Background: an optimization exercise with open tools, aiming at small area, a short achievable clock period and few clock cycles. Do not read the settings as production practice.
In this exercise RTL edits were held to simulation tests only and were not proved equivalent to the original.
Power figures rest on the tool's default switching activity, not on a simulated workload.

==> flow/design.v, too long to show whole: its modules and the start of the top module <==
// module aptb_acf: 1569 lines
module aptb_acf (
    input             clk,
    input             rst,           
    input             cmd_valid,
    output            cmd_ready,
    input      [31:0] cmd_word,      
    input      [31:0] cmd_data,      
    input      [31:0] cfg_fs,        
    input      [31:0] cfg_flo,       
    input      [31:0] cfg_fhi,       
    input      [15:0] cfg_tau,       
    output reg        rsp_valid,
    output reg [31:0] rsp_result,
    output reg [7:0]  rsp_err
);
  // ...
==> flow/flow/run.sh <==
#!/bin/bash
# The standard layout, with the port buffers made from plain buf_4 cells
# instead of the delay buffer the resizer picks by default.
set -euo pipefail
export BUFFER_PORTS_ARGS="-buffer_cell sky130_fd_sc_hd__buf_4"
bash standard.sh finish > standard_flow.log 2>&1
==> flow/standard.sh <==
#!/bin/bash
# synth_recipe.tcl (not shown) runs the flow's synth.tcl, then flattens the netlist and writes it again
# the make line also repeats each setting of config.mk as NAME=value (left out here)
make -C /OpenROAD-flow-scripts/flow DESIGN_CONFIG=/design/flow/config.mk WORK_HOME=/design/flow/orfs CLKGATE_MAP_FILE= SYNTH_SCRIPT=/design/flow/synth_recipe.tcl "${@:-finish}"
==> flow/config.mk <==
export PLATFORM = sky130hd
export DESIGN_NAME = aptb_acf
export DESIGN_NICKNAME = aptb_acf
export VERILOG_FILES = /design/flow/design.v
export SDC_FILE = /design/flow/constraint.sdc
export NUM_CORES = 4
export LEC_CHECK = 0
export CAP_MARGIN = 20
export CORE_MARGIN = 2
export CORE_UTILIZATION = 30
export SLEW_MARGIN = 20
==> flow/constraint.sdc <==
create_clock -name core_clock -period 15.0 [get_ports {clk}]
set_input_delay 3.0000 -clock core_clock [delete_from_list [all_inputs] [get_ports {clk}]]
set_output_delay 3.0000 -clock core_clock [all_outputs]
set_load 0.01 [all_outputs]
==> tab_implementation.tex, run 1 <==
\begin{tabular}{lr}
\hline
Metric & Value \\
\hline
\multicolumn{2}{l}{\textbf{Clocking}} \\
\quad Number of buffers added for setup after CTS & 0 \\
\quad Count of cells resized by post-cts repair & 0 \\
\quad Total of hold buffers inserted after clock tree synthesis & 0 \\
\multicolumn{2}{l}{\textbf{Cells and area}} \\
\quad Filler Cells Inserted & roughly 21000 \\
\quad Growth of design area from synthesis to finish & 14.8\% \\
\quad Flip-flop and latch count & 1246 \\
\quad FF/Latch Area & 32800 sq um \\
\quad Finished layout cell area & $\sim$74000 sq um \\
\quad Regs by FF count & F x256, S x256, T x256 \\
\multicolumn{2}{l}{\textbf{Floorplan}} \\
\quad Floorplan die height & 468 um \\
\quad Total core area & 214000 sq um \\
\multicolumn{2}{l}{\textbf{STA}} \\
\quad Worst slew margin relative to its limit & roughly 22\% \\
\multicolumn{2}{l}{\textbf{Power and ir drop}} \\
\quad Reported leakage power & between 20 and 30 nW \\
\quad Peak VDD IR & roughly 0.00010 V \\
\quad Comb group & 0.132 mW \\
\multicolumn{2}{l}{\textbf{Worst setup path}} \\
\quad Worst reg2reg path depth & 13 \\
\quad Largest fanout of any net on the critical path & 17 \\
\quad Category of the worst setup path launch point & flop \\
\quad Type of element capturing the critical path & flop \\
\quad Instance count on the critical path & 13 \\
\quad Crit Reg-Reg Startpoint & mr[31] \\
\multicolumn{2}{l}{\textbf{Worst hold path}} \\
\quad Source of the worst hold timing path & pa\_rd \\
\quad Hold/Removal Path Class & reg2reg \\
\multicolumn{2}{l}{\textbf{Synth}} \\
\quad Share of async-settable or async-resettable flops after synthesis & 0\% \\
\quad Most common cell in the netlist & sky130\_fd\_sc\_hd\_\_edfxtp\_1 \\
\quad Synth Area in Adders & approximately an eighth \\
\quad Mean instance size in the synthesized netlist & 12.4 sq um \\
\multicolumn{2}{l}{\textbf{GRT}} \\
\quad Pin count of the biggest net entering global routing & 119 \\
\quad Met2 track demand over resource in global routing & 27.7\% \\
\quad Initial antenna violation count & 13 \\
\multicolumn{2}{l}{\textbf{Route}} \\
\quad Post-detailed-routing wire length & 186 mm \\
\multicolumn{2}{l}{\textbf{Status}} \\
\quad Outcome & finished clean \\
\multicolumn{2}{l}{\textbf{Placed design}} \\
\quad Total cell area at the placement stage & $\sim$70000 sq um \\
\hline
\end{tabular}
Testbench counts, summed over its fixed seeds: cycles 43,069.
==> inputs of run 2 (changes only) <==
--- a/flow/design.v
+++ b/flow/design.v
@@ -1269,22 +1269,29 @@
         else if (!dv_d2[9]) begin dv_rem_n = dv_d2[6:0]; dv_qd = 2'd2; end
         else if (!dv_d1[9]) begin dv_rem_n = dv_d1[6:0]; dv_qd = 2'd1; end
         else                begin dv_rem_n = dv_t[6:0];  dv_qd = 2'd0; end
     end
     wire c_sw    = pb_v && !pb_rd;
     wire c_newlag = c_sw && (pb_first || (pb_d < est_min));
     wire c_newmax = c_sw && (pb_first || (pb_d > est_max));
     wire [7:0]  mm       = est_max - est_min;
-    wire        confident = (est_max != 8'd0) && ({mm, 16'd0} >= mu_acc);
+    wire        conf_c    = (est_max != 8'd0) && ({mm, 16'd0} >= mu_acc);
     wire [7:0]  two_lag  = {est_lag, 1'b0};
     wire [7:0]  hc_diff  = (two_lag >= {1'b0, lastlag}) ? two_lag - {1'b0, lastlag}
                                                         : {1'b0, lastlag} - two_lag;
-    wire        half_cycle = llv && (hc_diff <= 8'd1);
-    wire        pe_fin = (e_st == E_DRAIN) && !pa_v && !pr_v && !pb_v && !dv_busy && !mu_busy;
+    wire        hc_c      = llv && (hc_diff <= 8'd1);
+    wire        pe_pre = (e_st == E_DRAIN) && !pa_v && !pr_v && !pb_v && !dv_busy && !mu_busy;
+    reg         pe_pre_q, confident, half_cycle;
+    always @(posedge clk) begin
+        pe_pre_q   <= pe_pre;
+        confident  <= conf_c;
+        half_cycle <= hc_c;
+    end
+    wire        pe_fin = pe_pre && pe_pre_q;
     reg        done;         
     reg [31:0] r_res;
     reg [7:0]  r_err;
     reg        do_shift, do_fill, do_init_start, do_rd_start, do_init_ok;
     wire [31:0] pe_f = pe_v ? dv_sh[31:0] : 32'd0;
     reg         do_pred_start;
     always @(*) begin
         done = 1'b0;
==> run 2 against run 1 <==
Still clean. Synthesized area is 0.52% lower. Via count is 1.7% lower. Utilization is 0.056 points higher. First-iteration DRC count is 11% higher. Total power is 0.85% lower. Cell area is 0.72% lower. Global-route usage is 0.49 points lower. Highest routed layer unchanged.
==> tab_implementation.tex, run 2 <==
\begin{tabular}{lr}
\hline
Metric & Value \\
\hline
\multicolumn{2}{l}{\textbf{Worst setup path}} \\
\quad Type of element capturing the critical path & flop (unchanged) \\
\quad Largest fanout of any net on the critical path & 21 (was 17) \\
\quad Largest stage delay on the critical path & 0.75 ns (was 0.83 ns) \\
\quad Category of the worst setup path launch point & flop (unchanged) \\
\quad Flop2flop setup slack & 10.48 ns (was 10.49 ns) \\
\quad Required time at the endpoint of the critical path & 15.39 ns (was 15.53 ns) \\
\quad Standard cell with the maximum stage delay on the critical path & sky130\_fd\_sc\_hd\_\_a21oi\_1 (was sky130\_fd\_sc\_hd\_\_o21ai\_0) \\
\quad Largest delay contributor family on the critical path & compound AO/OA/AOI/OAI gates (unchanged) \\
\quad End of the worst register-to-register path & cnt\_zero (was mr[21]) \\
\quad Critical path, cell by cell & ha\_1 -> nand2b\_1 -> a21o\_1 -> a21o\_1 -> a21o\_1 -> a21o\_1 -> a21o\_1 -> a21oi\_1 -> nand3\_1 -> buf\_4 -> a21oi\_1 (was and2\_1 -> ha\_1 -> inv\_1 -> fa\_1 -> nor2b\_1 -> o21a\_1 -> o21ai\_0 -> a211o\_1 -> and4\_1 -> o21ai\_0 -> nor2\_1 -> a211o\_1 -> a221o\_1) \\
\quad Crit Reg-Reg Startpoint & in\_q[0] (was mr[31]) \\
\quad Worst reg2reg path depth & 11 (was 13) \\
\quad Path type of the worst setup path & reg2reg (unchanged) \\
\quad Arrival time of the worst setup path & 4.91 ns (was 5.04 ns) \\
\quad Crit path buf inv count & 1 (unchanged) \\
\quad Crit-path most repeated cell & sky130\_fd\_sc\_hd\_\_a21o\_1 \\
\multicolumn{2}{l}{\textbf{Route}} \\
\quad Detailed Routing Iterations Pass 1 & 6 (was 5) \\
\quad Number of nets with antenna violations after routing & 0 (unchanged) \\
\quad Wire length per cell after detailed routing & 21.6 um (was 22.2 um) \\
\quad Via density per instance & 5.00 (was 5.05) \\
\quad Post-detailed-routing wire length & 179 mm (was 186 mm) \\
\quad Detailed-route DRC error count & 0 (unchanged) \\
\quad DRT iter0 DRCs & 4277 (was 3855) \\
\quad Routed via count & 41500 (was 42200) \\
\multicolumn{2}{l}{\textbf{Synth}} \\
\quad Library cell occupying the most area in the post-synthesis netlist & sky130\_fd\_sc\_hd\_\_edfxtp\_1 (unchanged) \\
\quad Number of distinct library cells after synthesis & 88 (was 91) \\
\quad Largest cells by area after synthesis & sky130\_fd\_sc\_hd\_\_edfxtp\_1 (37\%), sky130\_fd\_sc\_hd\_\_dfxtp\_1 (14\%), sky130\_fd\_sc\_hd\_\_mux4\_2 (8.4\%), sky130\_fd\_sc\_hd\_\_fa\_1 (8.0\%), sky130\_fd\_sc\_hd\_\_ha\_1 (4.6\%) (was sky130\_fd\_sc\_hd\_\_edfxtp\_1 (37\%), sky130\_fd\_sc\_hd\_\_dfxtp\_1 (14\%), sky130\_fd\_sc\_hd\_\_mux4\_2 (8.4\%), sky130\_fd\_sc\_hd\_\_fa\_1 (7.9\%), sky130\_fd\_sc\_hd\_\_ha\_1 (4.6\%)) \\
\quad Post-Synthesis Cell Area & 64200 sq um (was 64500 sq um) \\
\quad Share of async-settable or async-resettable flops after synthesis & 0\% (unchanged) \\
\quad Most common library cells after synthesis & sky130\_fd\_sc\_hd\_\_edfxtp\_1 (787), sky130\_fd\_sc\_hd\_\_inv\_1 (505), sky130\_fd\_sc\_hd\_\_dfxtp\_1 (462) (was sky130\_fd\_sc\_hd\_\_edfxtp\_1 (787), sky130\_fd\_sc\_hd\_\_inv\_1 (495), sky130\_fd\_sc\_hd\_\_dfxtp\_1 (459)) \\
\quad Post-synthesis sequential element count & 1249 (was 1246) \\
\quad EDFF count, synth & 787 (unchanged) \\
\quad Share of the yosys chip area belonging to registers & 51.2\% (was 50.9\%) \\
\quad Warnings, synthesis & 1 (unchanged) \\
\quad Top flip-flop cell by instance count after synthesis & sky130\_fd\_sc\_hd\_\_edfxtp\_1 (unchanged) \\
\quad Number of cells produced by synthesis & 5173 (was 5202) \\
\quad Most common cell in the netlist & sky130\_fd\_sc\_hd\_\_edfxtp\_1 (unchanged) \\
\quad Area share of the largest cell type after synthesis & 36.8\% (was 36.6\%) \\
\quad Mean instance size in the synthesized netlist & 12.4 sq um (about the same) \\
\multicolumn{2}{l}{\textbf{Clocking}} \\
\quad Buffers from clock root to sink, at most & 3 (unchanged) \\
\quad Number of clock sinks & 1249 (was 1246) \\
\quad Total of hold buffers inserted after clock tree synthesis & 0 (unchanged) \\
\quad Maximum level of the CTS H-tree & 4 (unchanged) \\
\quad Number of buffers added for setup after CTS & 0 (unchanged) \\
\quad TritonCTS clock tree & built (unchanged) \\
\quad Cts bufs inserted & 135 (was 139) \\
\quad Clock Pin Slew Worst Setup and Hold Paths & 0.06 ns (about the same) \\
\quad Cell at the root of the clock tree & sky130\_fd\_sc\_hd\_\_clkbuf\_16 (unchanged) \\
\quad Count of cells resized by post-cts repair & 0 (unchanged) \\
\quad Worst-skew pair later-pin latency & 0.79 ns (was 0.80 ns) \\
\multicolumn{2}{l}{\textbf{Power and ir drop}} \\
\quad Clk network pwr share & 47.7\% (was 48.3\%) \\
\quad Total power per unit cell area & 98.1 nW/um\^{}2 (was 98.2 nW/um\^{}2) \\
\quad Reported leakage power & 26.9 nW (about the same) \\
\quad Switching part of the total & 21.9\% (was 21.6\%) \\
\quad Combinational Power Share & 1.9\% (was 1.8\%) \\
\quad Power Internal & 5.63 mW (was 5.70 mW) \\
\quad Net switching power of the design & 1.58 mW (was 1.57 mW) \\
\quad Seq pwr share & 50.4\% (was 49.8\%) \\
\quad Peak VDD IR & 0.000118 V (was 0.000103 V) \\
\multicolumn{2}{l}{\textbf{STA}} \\
\quad Part of the cycle the worst path needs & 30.1\% (about the same) \\
\quad Max-slew violation count & 0 (unchanged) \\
\quad Fin Setup TNS & 0 ns (unchanged) \\
\quad Final Critical Period & 4.52 ns (was 4.51 ns) \\
\quad Pin slew with the least headroom to its limit & 1.28 ns (was 1.17 ns) \\
\quad Worst slew margin relative to its limit & 14.4\% (was 21.9\%) \\
\quad RSZ-0062 raised after global routing & false (unchanged) \\
\quad Highest attainable clock frequency & 0.221 GHz (was 0.222 GHz) \\
\quad Setup-violating endpoint count in the final report & 0 (unchanged) \\
\quad Worst clock skew & 0.0393 ns (was 0.0436 ns) \\
\quad Number of failing hold endpoints at the final stage & 0 (unchanged) \\
\multicolumn{2}{l}{\textbf{GRT}} \\
\quad Via count of the first global-routing pass & 41300 (was 42000) \\
\quad Total congestion overflow & 0 (unchanged) \\
\quad Global-route wire length before repair & 267 mm (was 274 mm) \\
\quad Pin count of the biggest net entering global routing & 144 (was 119) \\
\quad Initial antenna violation count & 2 (was 13) \\
\quad GR Util All Layers & 16.2\% (was 16.7\%) \\
\multicolumn{2}{l}{\textbf{Floorplan}} \\
\quad Width of the chip & 467 um (was 468 um) \\
\quad Top Ports & 221 (unchanged) \\
\quad Total core area & 212000 sq um (was 214000 sq um) \\
\quad Starting utilization of the core area & 30.2\% (was 30.1\%) \\
\quad Total die area & 218000 sq um (was 219000 sq um) \\
\quad Floorplan die height & 467 um (was 468 um) \\
\quad Number of placement rows & 169 (was 170) \\
\multicolumn{2}{l}{\textbf{Cells and area}} \\
\quad Util after Layout & 34.6\% (about the same) \\
\quad Growth of design area from synthesis to finish & 14.5\% (was 14.8\%) \\
\quad Non-filler cells, final & 8292 (was 8352) \\
\quad Layout cell share with drive strength beyond 1 & 15.3\% (was 15.6\%) \\
\quad Commonest non-fill, non-tap cell in the layout & sky130\_fd\_sc\_hd\_\_edfxtp\_1 (unchanged) \\
\quad Regs by FF count & F x256, S x256, T x256 (unchanged) \\
\quad Number of nets in the layout & 6027 (was 6067) \\
\quad Leading cell types in the layout, fill and taps excluded & sky130\_fd\_sc\_hd\_\_edfxtp\_1 (787), sky130\_fd\_sc\_hd\_\_inv\_1 (504), sky130\_fd\_sc\_hd\_\_dfxtp\_1 (456) (was sky130\_fd\_sc\_hd\_\_edfxtp\_1 (787), sky130\_fd\_sc\_hd\_\_inv\_1 (495), sky130\_fd\_sc\_hd\_\_dfxtp\_1 (454)) \\
\multicolumn{2}{l}{\textbf{Placed design}} \\
\quad Cell count after placement & 8038 (was 8089) \\
\quad DP HPWL & 135 mm (was 139 mm) \\
\quad Port bufs & 216 (unchanged) \\
\quad RD Place Congestion & 0.908 (was 0.930) \\
\multicolumn{2}{l}{\textbf{Worst hold path}} \\
\quad Capture endpoint of the worst hold path & pr\_lag[1] (was pr\_rd) \\
\quad Hold/Removal Path Class & reg2reg (unchanged) \\
\quad Source of the worst hold timing path & pa\_lag[1] (was pa\_rd) \\
\quad Worst Hold Depth & 0 (unchanged) \\
\multicolumn{2}{l}{\textbf{Job}} \\
\quad Max-Cap Viols & 0 (unchanged) \\
\multicolumn{2}{l}{\textbf{Status}} \\
\quad Outcome & finished clean (unchanged) \\
\hline
\end{tabular}
-- run 2: power groups by stage --
stage / combinational (mW) / sequential, mW / clock (mW)
6_report: 0.139 / 3.63 / 3.44
4_1_cts: 0.140 / 3.63 / 3.50
2_1_floorplan: 0.0659 / 3.70 / 0
5_1_grt: 0.152 / 3.63 / 3.64
3_3_place_gp: 0.137 / 3.71 / 0
3_5_place_dp: 0.140 / 3.71 / 0
-- run 2: per-layer routing --
layer	track usage, %	vias up	wire, um
met5	0	-	0
met4	5.29	0	5930
met3	2.72	303	12200
met2	26.6	1544	85700
met1	21.8	20900	75600
li1	-	18800	-
-- run 2: worst max path at each step --
stage,startpoint,to,slack [ns],cells past startpoint
3_5_place_dp,cmd_word[5],q_d[11],9.80,8
6_report,in_q[0],cnt_zero,10.48,11
5_1_grt,in_q[0],cnt_zero,10.20,11
3_3_place_gp,cmd_word[5],q_d[11],9.77,8
2_1_floorplan,q_d[11],F[0],8.19,5
4_1_cts,in_q[0],mp[6],10.35,11
-- run 2: area by class of cell --
| class | count | area, sq um |
|---|---|---|
| diodes | 2 | 5.00 |
| clock buffers | 166 | 3650 |
| clock inverters | 86 | 958 |
| fillers | 20800 | 139000 |
| inverters | 509 | 1920 |
| multi-input cells | 3198 | 28600 |
| flip-flops and latches | 1249 | 32900 |
| well taps | 2821 | 3530 |
| repair buffers | 261 | 1970 |
-- run 2: cells by family after synthesis --
kind of cell	after synthesis	share of synthesized area, %
simple gates	1095	7.82
other cells	1	0.00584
flops	1249	51.2
compound gates	842	7.99
mux	388	10.9
buf+inv	729	4.34
fa+ha+maj	494	12.6
xor+xnor	375	5.12
-- run 2: stage by stage --
step	power [mW]	area [sq um]	hold slack, ns	setup WS [ns]
2_1_floorplan	3.77	64200	0.310	8.19
3_3_place_gp	3.85	68900	0.311	9.77
3_5_place_dp	3.85	68900	0.312	9.80
4_1_cts	7.27	73500	0.320	10.35
5_1_grt	7.42	73500	0.332	10.20
6_report	7.21	73500	0.319	10.48
-- run 2: worst reg2reg max path: cells and delay by family (launching register included) --
kind                       cells  cell delay, ns
AOI/OAI and AO/OA              7            1.99
adders and majority gates      1            0.32
buffers and inverters          1            0.50
and+or+nand+nor                2            0.80
DFF                            1            0.53
Testbench counts of run 2, summed over its fixed seeds: cycles 43,210.
==> inputs of run 3 (changes only) <==
--- a/flow/config.mk
+++ b/flow/config.mk
@@ -8,4 +8,5 @@
 export CAP_MARGIN = 20
 export CORE_MARGIN = 2
 export CORE_UTILIZATION = 30
+export CTS_BUF_LIST = sky130_fd_sc_hd__clkbuf_8
 export SLEW_MARGIN = 20
==> run 3 against run 2 <==
Count of clock-buffer cells in the layout grew 58. Synthesized cell count stayed put. Combinational power about the same. Utilization is 0.19 points lower. Largest cell class unchanged. Maximum frequency grew 0.14%.
==> tab_implementation.tex, run 3 <==
\begin{tabular}{lr}
\hline
Metric & Value \\
\hline
\multicolumn{2}{l}{\textbf{GRT}} \\
\quad Total congestion overflow & 0 (unchanged) \\
\quad Pin count of the biggest net entering global routing & 144 (unchanged) \\
\quad GR Util All Layers & 16.3\% (was 16.2\%) \\
\quad Initial antenna violation count & 4 (was 2) \\
\quad Global-route wire length before repair & 268 mm (was 267 mm) \\
\quad Via count of the first global-routing pass & 41900 (was 41300) \\
\multicolumn{2}{l}{\textbf{Synth}} \\
\quad Warnings, synthesis & 1 (unchanged) \\
\quad Library cell occupying the most area in the post-synthesis netlist & sky130\_fd\_sc\_hd\_\_edfxtp\_1 (unchanged) \\
\quad Area share of the largest cell type after synthesis & 36.8\% (unchanged) \\
\quad Most common library cells after synthesis & sky130\_fd\_sc\_hd\_\_edfxtp\_1 (787), sky130\_fd\_sc\_hd\_\_inv\_1 (505), sky130\_fd\_sc\_hd\_\_dfxtp\_1 (462) (unchanged) \\
\quad Share of the yosys chip area belonging to registers & 51.2\% (unchanged) \\
\quad EDFF count, synth & 787 (unchanged) \\
\quad Number of distinct library cells after synthesis & 88 (unchanged) \\
\quad Most common cell in the netlist & sky130\_fd\_sc\_hd\_\_edfxtp\_1 (unchanged) \\
\quad Share of async-settable or async-resettable flops after synthesis & 0\% (unchanged) \\
\quad Post-synthesis sequential element count & 1249 (unchanged) \\
\quad Largest cells by area after synthesis & sky130\_fd\_sc\_hd\_\_edfxtp\_1 (37\%), sky130\_fd\_sc\_hd\_\_dfxtp\_1 (14\%), sky130\_fd\_sc\_hd\_\_mux4\_2 (8.4\%), sky130\_fd\_sc\_hd\_\_fa\_1 (8.0\%), sky130\_fd\_sc\_hd\_\_ha\_1 (4.6\%) (unchanged) \\
\quad Mean instance size in the synthesized netlist & 12.4 sq um (unchanged) \\
\quad Post-Synthesis Cell Area & 64200 sq um (unchanged) \\
\quad Top flip-flop cell by instance count after synthesis & sky130\_fd\_sc\_hd\_\_edfxtp\_1 (unchanged) \\
\quad Number of cells produced by synthesis & 5173 (unchanged) \\
\multicolumn{2}{l}{\textbf{Worst setup path}} \\
\quad Flop2flop setup slack & 10.51 ns (was 10.48 ns) \\
\quad Arrival time of the worst setup path & 1.51 ns (was 4.91 ns) \\
\quad Standard cell with the maximum stage delay on the critical path & sky130\_fd\_sc\_hd\_\_dfxtp\_1 (was sky130\_fd\_sc\_hd\_\_a21oi\_1) \\
\quad Type of element capturing the critical path & primary output (was flop) \\
\quad Largest fanout of any net on the critical path & 1 (was 21) \\
\quad Path type of the worst setup path & reg2out (was reg2reg) \\
\quad Largest stage delay on the critical path & 0.43 ns (was 0.75 ns) \\
\quad Category of the worst setup path launch point & flop (unchanged) \\
\quad Required time at the endpoint of the critical path & 12.00 ns (was 15.39 ns) \\
\quad Critical path, cell by cell & buf\_4 (was ha\_1 -> nand2b\_1 -> a21o\_1 -> a21o\_1 -> a21o\_1 -> a21o\_1 -> a21o\_1 -> a21oi\_1 -> nand3\_1 -> buf\_4 -> a21oi\_1) \\
\quad Crit path buf inv count & 1 (unchanged) \\
\quad Worst setup startpoint & rsp\_result[6] (was in\_q[0]) \\
\quad Crit Reg-Reg Startpoint & in\_q[0] (unchanged) \\
\quad Largest delay contributor family on the critical path & flip-flops (was compound AO/OA/AOI/OAI gates) \\
\multicolumn{2}{l}{\textbf{Floorplan}} \\
\quad Number of placement rows & 169 (unchanged) \\
\quad Top Ports & 221 (unchanged) \\
\quad Total die area & 218000 sq um (unchanged) \\
\quad Total core area & 212000 sq um (unchanged) \\
\quad Floorplan die height & 467 um (unchanged) \\
\quad Starting utilization of the core area & 30.2\% (unchanged) \\
\quad Width of the chip & 467 um (unchanged) \\
\multicolumn{2}{l}{\textbf{STA}} \\
\quad Part of the cycle the worst path needs & 30.1\% (about the same) \\
\quad Final Critical Period & 4.51 ns (was 4.52 ns) \\
\quad Setup-violating endpoint count in the final report & 0 (unchanged) \\
\quad Worst clock skew & 0.0637 ns (was 0.0393 ns) \\
\quad Fin Setup TNS & 0 ns (unchanged) \\
\quad RSZ-0062 raised after global routing & false (unchanged) \\
\quad Max-slew violation count & 0 (unchanged) \\
\quad Highest attainable clock frequency & 0.222 GHz (was 0.221 GHz) \\
\quad Worst slew margin relative to its limit & 13.0\% (was 14.4\%) \\
\quad Pin slew with the least headroom to its limit & 1.30 ns (was 1.28 ns) \\
\quad Number of failing hold endpoints at the final stage & 0 (unchanged) \\
\quad Worst hold margin & 0.312 ns (was 0.319 ns) \\
\multicolumn{2}{l}{\textbf{Power and ir drop}} \\
\quad Peak VDD IR & 0.0000914 V (was 0.000118 V) \\
\quad Reported leakage power & 27.1 nW (was 26.9 nW) \\
\quad Sum of internal, switching and leakage power & 6.82 mW (was 7.21 mW) \\
\quad Total power per unit cell area & 93.3 nW/um\^{}2 (was 98.1 nW/um\^{}2) \\
\multicolumn{2}{l}{\textbf{Placed design}} \\
\quad RD Place Congestion & 0.908 (unchanged) \\
\quad DP HPWL & 135 mm (unchanged) \\
\quad Port bufs & 216 (unchanged) \\
\quad Total cell area at the placement stage & 68900 sq um (unchanged) \\
\multicolumn{2}{l}{\textbf{Worst hold path}} \\
\quad Source of the worst hold timing path & pa\_lag[4] (was pa\_lag[1]) \\
\quad Hold/Removal Path Class & reg2reg (unchanged) \\
\multicolumn{2}{l}{\textbf{Cells and area}} \\
\quad Leading cell types in the layout, fill and taps excluded & sky130\_fd\_sc\_hd\_\_edfxtp\_1 (787), sky130\_fd\_sc\_hd\_\_inv\_1 (572), sky130\_fd\_sc\_hd\_\_dfxtp\_1 (456) (was sky130\_fd\_sc\_hd\_\_edfxtp\_1 (787), sky130\_fd\_sc\_hd\_\_inv\_1 (504), sky130\_fd\_sc\_hd\_\_dfxtp\_1 (456)) \\
\quad Commonest non-fill, non-tap cell in the layout & sky130\_fd\_sc\_hd\_\_edfxtp\_1 (unchanged) \\
\quad Finished layout cell area & 73100 sq um (was 73500 sq um) \\
\quad Number of nets in the layout & 6098 (was 6027) \\
\quad Filler Cells Inserted & 20900 (was 20800) \\
\quad Regs by FF count & F x256, S x256, T x256 (unchanged) \\
\quad Layout cell share with drive strength beyond 1 & 16.2\% (was 15.3\%) \\
\quad Growth of design area from synthesis to finish & 13.9\% (was 14.5\%) \\
\multicolumn{2}{l}{\textbf{Clocking}} \\
\quad TritonCTS clock tree & built (unchanged) \\
\quad Cell at the root of the clock tree & sky130\_fd\_sc\_hd\_\_clkbuf\_8 (was sky130\_fd\_sc\_hd\_\_clkbuf\_16) \\
\quad Total of hold buffers inserted after clock tree synthesis & 0 (unchanged) \\
\quad Number of clock sinks & 1249 (unchanged) \\
\quad Buffers from clock root to sink, at most & 3 (unchanged) \\
\quad Count of cells resized by post-cts repair & 0 (unchanged) \\
\quad Clock Pin Slew Worst Setup and Hold Paths & 0.06 ns (about the same) \\
\quad Number of buffers added for setup after CTS & 0 (unchanged) \\
\quad Worst-skew pair later-pin latency & 0.95 ns (was 0.79 ns) \\
\quad Maximum level of the CTS H-tree & 4 (unchanged) \\
\quad Cts bufs inserted & 205 (was 135) \\
\multicolumn{2}{l}{\textbf{Route}} \\
\quad Detailed Routing Iterations Pass 1 & 6 (unchanged) \\
\quad Number of nets with antenna violations after routing & 0 (unchanged) \\
\quad Detailed-route DRC error count & 0 (unchanged) \\
\quad Routed via count & 41800 (was 41500) \\
\quad DRT iter0 DRCs & 3992 (was 4277) \\
\quad Via density per instance & 4.96 (was 5.00) \\
\quad Post-detailed-routing wire length & 180 mm (was 179 mm) \\
\quad Wire length per cell after detailed routing & 21.4 um (was 21.6 um) \\
\multicolumn{2}{l}{\textbf{Job}} \\
\quad Max-Cap Viols & 0 (unchanged) \\
\multicolumn{2}{l}{\textbf{Status}} \\
\quad Outcome & finished clean (unchanged) \\
\hline
\end{tabular}
run 3: path summary, 6_finish.rpt:
kind	to	cells past startpoint
setup / recovery	rsp_result[6]	1
hold / removal	pr_lag[4]	0
setup reg to reg	cnt[6]	11
hold reg to reg	pr_lag[4]	0
run 3: area by class of cell:
| cell class | count | area (sq um) | share of cell area (%) |
|---|---|---|---|
| clock inverter | 167 | 1120 | 1.53 |
| multi-input combinational | 3198 | 28600 | 39.1 |
| antenna | 3 | 7.51 | 0.0103 |
| sequential | 1249 | 32900 | 45.0 |
| clock buffer | 224 | 3080 | 4.22 |
| timing repair buffer | 262 | 1980 | 2.71 |
| tap | 2821 | 3530 | 4.83 |
| inverter | 509 | 1920 | 2.62 |
run 3: cells by family (layout without fill, tap and decap cells):
logic type,count (synthesis),in the layout,share of synthesized area [%]
other cells,1,7,0.00584
compound gates,842,842,7.99
flops,1249,1249,51.2
buf+inv,729,1162,4.34
fa+ha+maj,494,494,12.6
simple gates,1095,1095,7.82
xor+xnor,375,375,5.12
mux,388,388,10.9
run 3: power by group:
part	switching, mW	internal [mW]	total (mW)
combinational	0.0729	0.0659	0.139
sequential	0.0119	3.62	3.64
clock	1.46	1.59	3.04
run 3: worst reg2reg max path: stages (launching register included):
cell                       delay, ns
sky130_fd_sc_hd__edfxtp_1       0.52
sky130_fd_sc_hd__ha_1           0.32
sky130_fd_sc_hd__nand2b_1       0.14
sky130_fd_sc_hd__a21o_1         0.18
sky130_fd_sc_hd__a21o_1         0.17
sky130_fd_sc_hd__a21o_1         0.17
sky130_fd_sc_hd__a21o_1         0.17
sky130_fd_sc_hd__a21o_1         0.17
sky130_fd_sc_hd__a21oi_1        0.36
sky130_fd_sc_hd__nand3_1        0.65
sky130_fd_sc_hd__buf_4          0.49
sky130_fd_sc_hd__a21oi_1        0.75
run 3: routing by layer:
metal,up-vias,global-route usage (%),wire (um),part of all wire (%)
li1,19000,-,-,-
met1,21000,21.7,76100,42
met3,310,2.90,12300,6.8
met5,-,0,0,0
met2,1530,26.8,86300,48
met4,0,5.27,5740,3.2
run 3: metrics by stage:
| stage | util (%) | setup WS, ns | cells |
|---|---|---|---|
| after floorplan | - | 8.19 | 5176 |
| after CTS | 34.4 | 10.32 | 8429 |
| after global placement | 32.4 | 9.77 | 8038 |
| after global routing | 34.4 | 10.20 | 8432 |
| final | 34.4 | 10.49 | 8433 |
| after detailed placement | 32.4 | 9.80 | 8038 |
==> inputs of run 4 (changes only) <==
--- a/flow/config.mk
+++ b/flow/config.mk
@@ -9,4 +9,5 @@
 export CORE_MARGIN = 2
 export CORE_UTILIZATION = 30
 export CTS_BUF_LIST = sky130_fd_sc_hd__clkbuf_8
+export CTS_CLUSTER_SIZE = 30
 export SLEW_MARGIN = 20
==> run 4 against run 3 <==
Still clean. Total power did not move. Worst hold slack did not move. Non-clock buffer count did not move. Synthesized area did not move. Via count did not move. Sequential share of layout area did not move. Clock skew did not move. Sequential power barely moved. Global-route usage did not move. Count of clock-buffer cells in the layout did not move. Final cell count did not move. Largest cell class unchanged.
==> tab_implementation.tex, run 4 <==
\begin{tabular}{lr}
\hline
Metric & Value \\
\hline
\multicolumn{2}{l}{\textbf{Route}} \\
\quad Detailed Routing Iterations Pass 1 & 6 (unchanged) \\
\quad Via density per instance & 4.96 (unchanged) \\
\quad DRT iter0 DRCs & 3992 (unchanged) \\
\quad Detailed-route DRC error count & 0 (unchanged) \\
\quad Routed via count & 41800 (unchanged) \\
\quad Post-detailed-routing wire length & 180 mm (unchanged) \\
\quad Wire length per cell after detailed routing & 21.4 um (unchanged) \\
\quad Number of nets with antenna violations after routing & 0 (unchanged) \\
\multicolumn{2}{l}{\textbf{Synth}} \\
\quad Post-synthesis sequential element count & 1249 (unchanged) \\
\quad Xor/xnor cell area share of the yosys netlist & 5.12\% (unchanged) \\
\quad Post-Synthesis Cell Area & 64200 sq um (unchanged) \\
\quad Synth Area in Adders & 12.6\% (unchanged) \\
\quad EDFF count, synth & 787 (unchanged) \\
\quad Number of cells produced by synthesis & 5173 (unchanged) \\
\quad Dominant combinational cell family by area after synthesis & adder cells (unchanged) \\
\quad Warnings, synthesis & 1 (unchanged) \\
\quad Most common library cells after synthesis & sky130\_fd\_sc\_hd\_\_edfxtp\_1 (787), sky130\_fd\_sc\_hd\_\_inv\_1 (505), sky130\_fd\_sc\_hd\_\_dfxtp\_1 (462) (unchanged) \\
\quad Top flip-flop cell by instance count after synthesis & sky130\_fd\_sc\_hd\_\_edfxtp\_1 (unchanged) \\
\quad Most common cell in the netlist & sky130\_fd\_sc\_hd\_\_edfxtp\_1 (unchanged) \\
\quad Largest cells by area after synthesis & sky130\_fd\_sc\_hd\_\_edfxtp\_1 (37\%), sky130\_fd\_sc\_hd\_\_dfxtp\_1 (14\%), sky130\_fd\_sc\_hd\_\_mux4\_2 (8.4\%), sky130\_fd\_sc\_hd\_\_fa\_1 (8.0\%), sky130\_fd\_sc\_hd\_\_ha\_1 (4.6\%) (unchanged) \\
\quad Area share of and/or/nand/nor cells after synthesis & 7.82\% (unchanged) \\
\quad Area share of the largest cell type after synthesis & 36.8\% (unchanged) \\
\quad Library cell occupying the most area in the post-synthesis netlist & sky130\_fd\_sc\_hd\_\_edfxtp\_1 (unchanged) \\
\quad Share of the yosys chip area belonging to registers & 51.2\% (unchanged) \\
\quad Mean instance size in the synthesized netlist & 12.4 sq um (unchanged) \\
\quad Number of distinct library cells after synthesis & 88 (unchanged) \\
\quad Synth Area in Compound Gates & 7.99\% (unchanged) \\
\quad Share of async-settable or async-resettable flops after synthesis & 0\% (unchanged) \\
\quad Proportion of synthesized area in mux cells & 10.9\% (unchanged) \\
\multicolumn{2}{l}{\textbf{Power and ir drop}} \\
\quad Peak VDD IR & 0.0000914 V (unchanged) \\
\quad Reported leakage power & 27.1 nW (unchanged) \\
\quad Total power per unit cell area & 93.3 nW/um\^{}2 (unchanged) \\
\multicolumn{2}{l}{\textbf{Worst setup path}} \\
\quad Category of the worst setup path launch point & flop (unchanged) \\
\quad Crit Reg-Reg Startpoint & in\_q[0] (unchanged) \\
\quad Standard cell with the maximum stage delay on the critical path & sky130\_fd\_sc\_hd\_\_dfxtp\_1 (unchanged) \\
\quad Critical path, cell by cell & buf\_4 (unchanged) \\
\quad Largest fanout of any net on the critical path & 1 (unchanged) \\
\quad Type of element capturing the critical path & primary output (unchanged) \\
\quad Required time at the endpoint of the critical path & 12.00 ns (about the same) \\
\quad Crit path buf inv count & 1 (unchanged) \\
\quad Largest delay contributor family on the critical path & flip-flops (unchanged) \\
\quad Arrival time of the worst setup path & 1.51 ns (about the same) \\
\quad Flop2flop setup slack & 10.51 ns (about the same) \\
\quad Worst setup startpoint & rsp\_result[6] (unchanged) \\
\quad Largest stage delay on the critical path & 0.43 ns (about the same) \\
\quad Path type of the worst setup path & reg2out (unchanged) \\
\multicolumn{2}{l}{\textbf{Clocking}} \\
\quad Buffers from clock root to sink, at most & 3 (unchanged) \\
\quad Count of cells resized by post-cts repair & 0 (unchanged) \\
\quad Clock Pin Slew Worst Setup and Hold Paths & 0.06 ns (about the same) \\
\quad Total of hold buffers inserted after clock tree synthesis & 0 (unchanged) \\
\quad TritonCTS clock tree & built (unchanged) \\
\quad Number of clock sinks & 1249 (unchanged) \\
\quad Number of buffers added for setup after CTS & 0 (unchanged) \\
\quad Cts bufs inserted & 205 (unchanged) \\
\quad Cell at the root of the clock tree & sky130\_fd\_sc\_hd\_\_clkbuf\_8 (unchanged) \\
\quad Worst-skew pair later-pin latency & 0.95 ns (about the same) \\
\quad Maximum level of the CTS H-tree & 4 (unchanged) \\
\multicolumn{2}{l}{\textbf{Floorplan}} \\
\quad Number of placement rows & 169 (unchanged) \\
\quad Floorplan die height & 467 um (unchanged) \\
\quad Total core area & 212000 sq um (unchanged) \\
\quad Starting utilization of the core area & 30.2\% (unchanged) \\
\quad Width of the chip & 467 um (unchanged) \\
\quad Top Ports & 221 (unchanged) \\
\quad Total die area & 218000 sq um (unchanged) \\
\multicolumn{2}{l}{\textbf{Worst hold path}} \\
\quad Source of the worst hold timing path & pa\_lag[4] (unchanged) \\
\quad Hold/Removal Path Class & reg2reg (unchanged) \\
\multicolumn{2}{l}{\textbf{Cells and area}} \\
\quad Regs by FF count & F x256, S x256, T x256 (unchanged) \\
\quad Leading cell types in the layout, fill and taps excluded & sky130\_fd\_sc\_hd\_\_edfxtp\_1 (787), sky130\_fd\_sc\_hd\_\_inv\_1 (572), sky130\_fd\_sc\_hd\_\_dfxtp\_1 (456) (unchanged) \\
\quad Number of nets in the layout & 6098 (unchanged) \\
\quad Growth of design area from synthesis to finish & 13.9\% (unchanged) \\
\quad Commonest non-fill, non-tap cell in the layout & sky130\_fd\_sc\_hd\_\_edfxtp\_1 (unchanged) \\
\quad Layout cell share with drive strength beyond 1 & 16.2\% (unchanged) \\
\multicolumn{2}{l}{\textbf{STA}} \\
\quad RSZ-0062 raised after global routing & false (unchanged) \\
\quad Setup-violating endpoint count in the final report & 0 (unchanged) \\
\quad Number of failing hold endpoints at the final stage & 0 (unchanged) \\
\quad Part of the cycle the worst path needs & 30.1\% (unchanged) \\
\quad Worst slew margin relative to its limit & 13.0\% (unchanged) \\
\quad Pin slew with the least headroom to its limit & 1.30 ns (unchanged) \\
\quad Final Critical Period & 4.51 ns (unchanged) \\
\quad Highest attainable clock frequency & 0.222 GHz (unchanged) \\
\quad Fin Setup TNS & 0 ns (unchanged) \\
\quad Worst clock skew & 0.0637 ns (unchanged) \\
\quad Max-slew violation count & 0 (unchanged) \\
\quad Worst hold margin & 0.312 ns (unchanged) \\
\multicolumn{2}{l}{\textbf{GRT}} \\
\quad Total congestion overflow & 0 (unchanged) \\
\quad Pin count of the biggest net entering global routing & 144 (unchanged) \\
\quad GR Util All Layers & 16.3\% (unchanged) \\
\quad Global-route wire length before repair & 268 mm (unchanged) \\
\quad Via count of the first global-routing pass & 41900 (unchanged) \\
\quad Initial antenna violation count & 4 (unchanged) \\
\multicolumn{2}{l}{\textbf{Placed design}} \\
\quad RD Place Congestion & 0.908 (unchanged) \\
\quad Port bufs & 216 (unchanged) \\
\quad DP HPWL & 135 mm (unchanged) \\
\multicolumn{2}{l}{\textbf{Status}} \\
\quad Outcome & finished clean (unchanged) \\
\multicolumn{2}{l}{\textbf{Job}} \\
\quad Max-Cap Viols & 0 (unchanged) \\
\hline
\end{tabular}
==> run 4: cell counts in the layout (fill, tap and decap cells not counted) <==
No cell type changed its count.
==> run 4: cell type report <==
type	instances	area, sq um
Timing Repair Buffer	262	1980
Sequential cell	1249	32900
Tap cell	2821	3530
Multi-Input combinational cell	3198	28600
Clock inverter	167	1120
Inverter	509	1920
Fill cell	20900	139000
Antenna cell	3	7.51
Clock buffer	224	3080
==> run 4: per-stage QoR <==
stage,cell area [sq um],worst slack [ns],util [%],instances,total power [mW]
after floorplan,64200,8.19,-,5176,3.77
after global placement,68900,9.77,32.4,8038,3.85
after detailed placement,68900,9.80,32.4,8038,3.85
after CTS,73100,10.32,34.4,8429,6.89
after global routing,73100,10.20,34.4,8432,7.06
final,73100,10.49,34.4,8433,6.82
==> run 4: layer usage <==
layer,part of all wire (%),GRT usage [%]
met5,0,0
met4,3.2,5.27
met3,6.8,2.90
met2,48,26.8
met1,42,21.7
==> run 4: path summary, 6_finish.rpt <==
check	to	depth (start not counted)
max	rsp_result[6]	1
min	pr_lag[4]	0
max reg2reg	cnt[6]	11
min reg2reg	pr_lag[4]	0
==> run 4: power breakdown <==
group	switching, mW	internal (mW)
clock	1.46	1.59
sequential	0.0119	3.62
combinational	0.0729	0.0659
total	1.54	5.28
==> run 4: cell families (layout without fill, tap and decap cells) <==
| family | after synthesis | count (layout) |
|---|---|---|
| compound gates | 842 | 842 |
| xor+xnor | 375 | 375 |
| fa+ha+maj | 494 | 494 |
| buf+inv | 729 | 1162 |
| flops | 1249 | 1249 |
| mux | 388 | 388 |
| other cells | 1 | 7 |
| simple gates | 1095 | 1095 |

==> what the ideal ports hide <==
Ports are ideal in the flow. The routed layouts listed here were re-timed in OpenROAD. Step 1 sets driving cells, clkbuf_16 on the clock port and buf_2 on the other inputs (assumed; they add their load-dependent delay and slew). Step 2 adds t to the input delays and takes it off the output delays; t is the mean of the earliest and latest rising clock arrival at the registers after step 1. Input paths then give back, and output paths get back, about the clock's delay inside the block. Slacks: no drivers / after step 1 / after step 2; pairs: no drivers / after step 1.
| run | shift t [ns] | setup WS [ns] | hold slack, ns |
|---|---|---|---|
| run 1 | 0.860 | 10.487 / 10.487 / 9.854 | 0.319 / 0.319 / 0.319 |
| run 2 | 0.848 | 10.481 / 10.481 / 9.823 | 0.319 / 0.319 / 0.319 |
| run 3 | 1.000 | 10.487 / 10.410 / 9.739 | 0.312 / 0.312 / 0.312 |
| run 4 | 1.000 | 10.487 / 10.410 / 9.739 | 0.312 / 0.312 / 0.312 |
After both steps setup and hold are still met in every run listed.
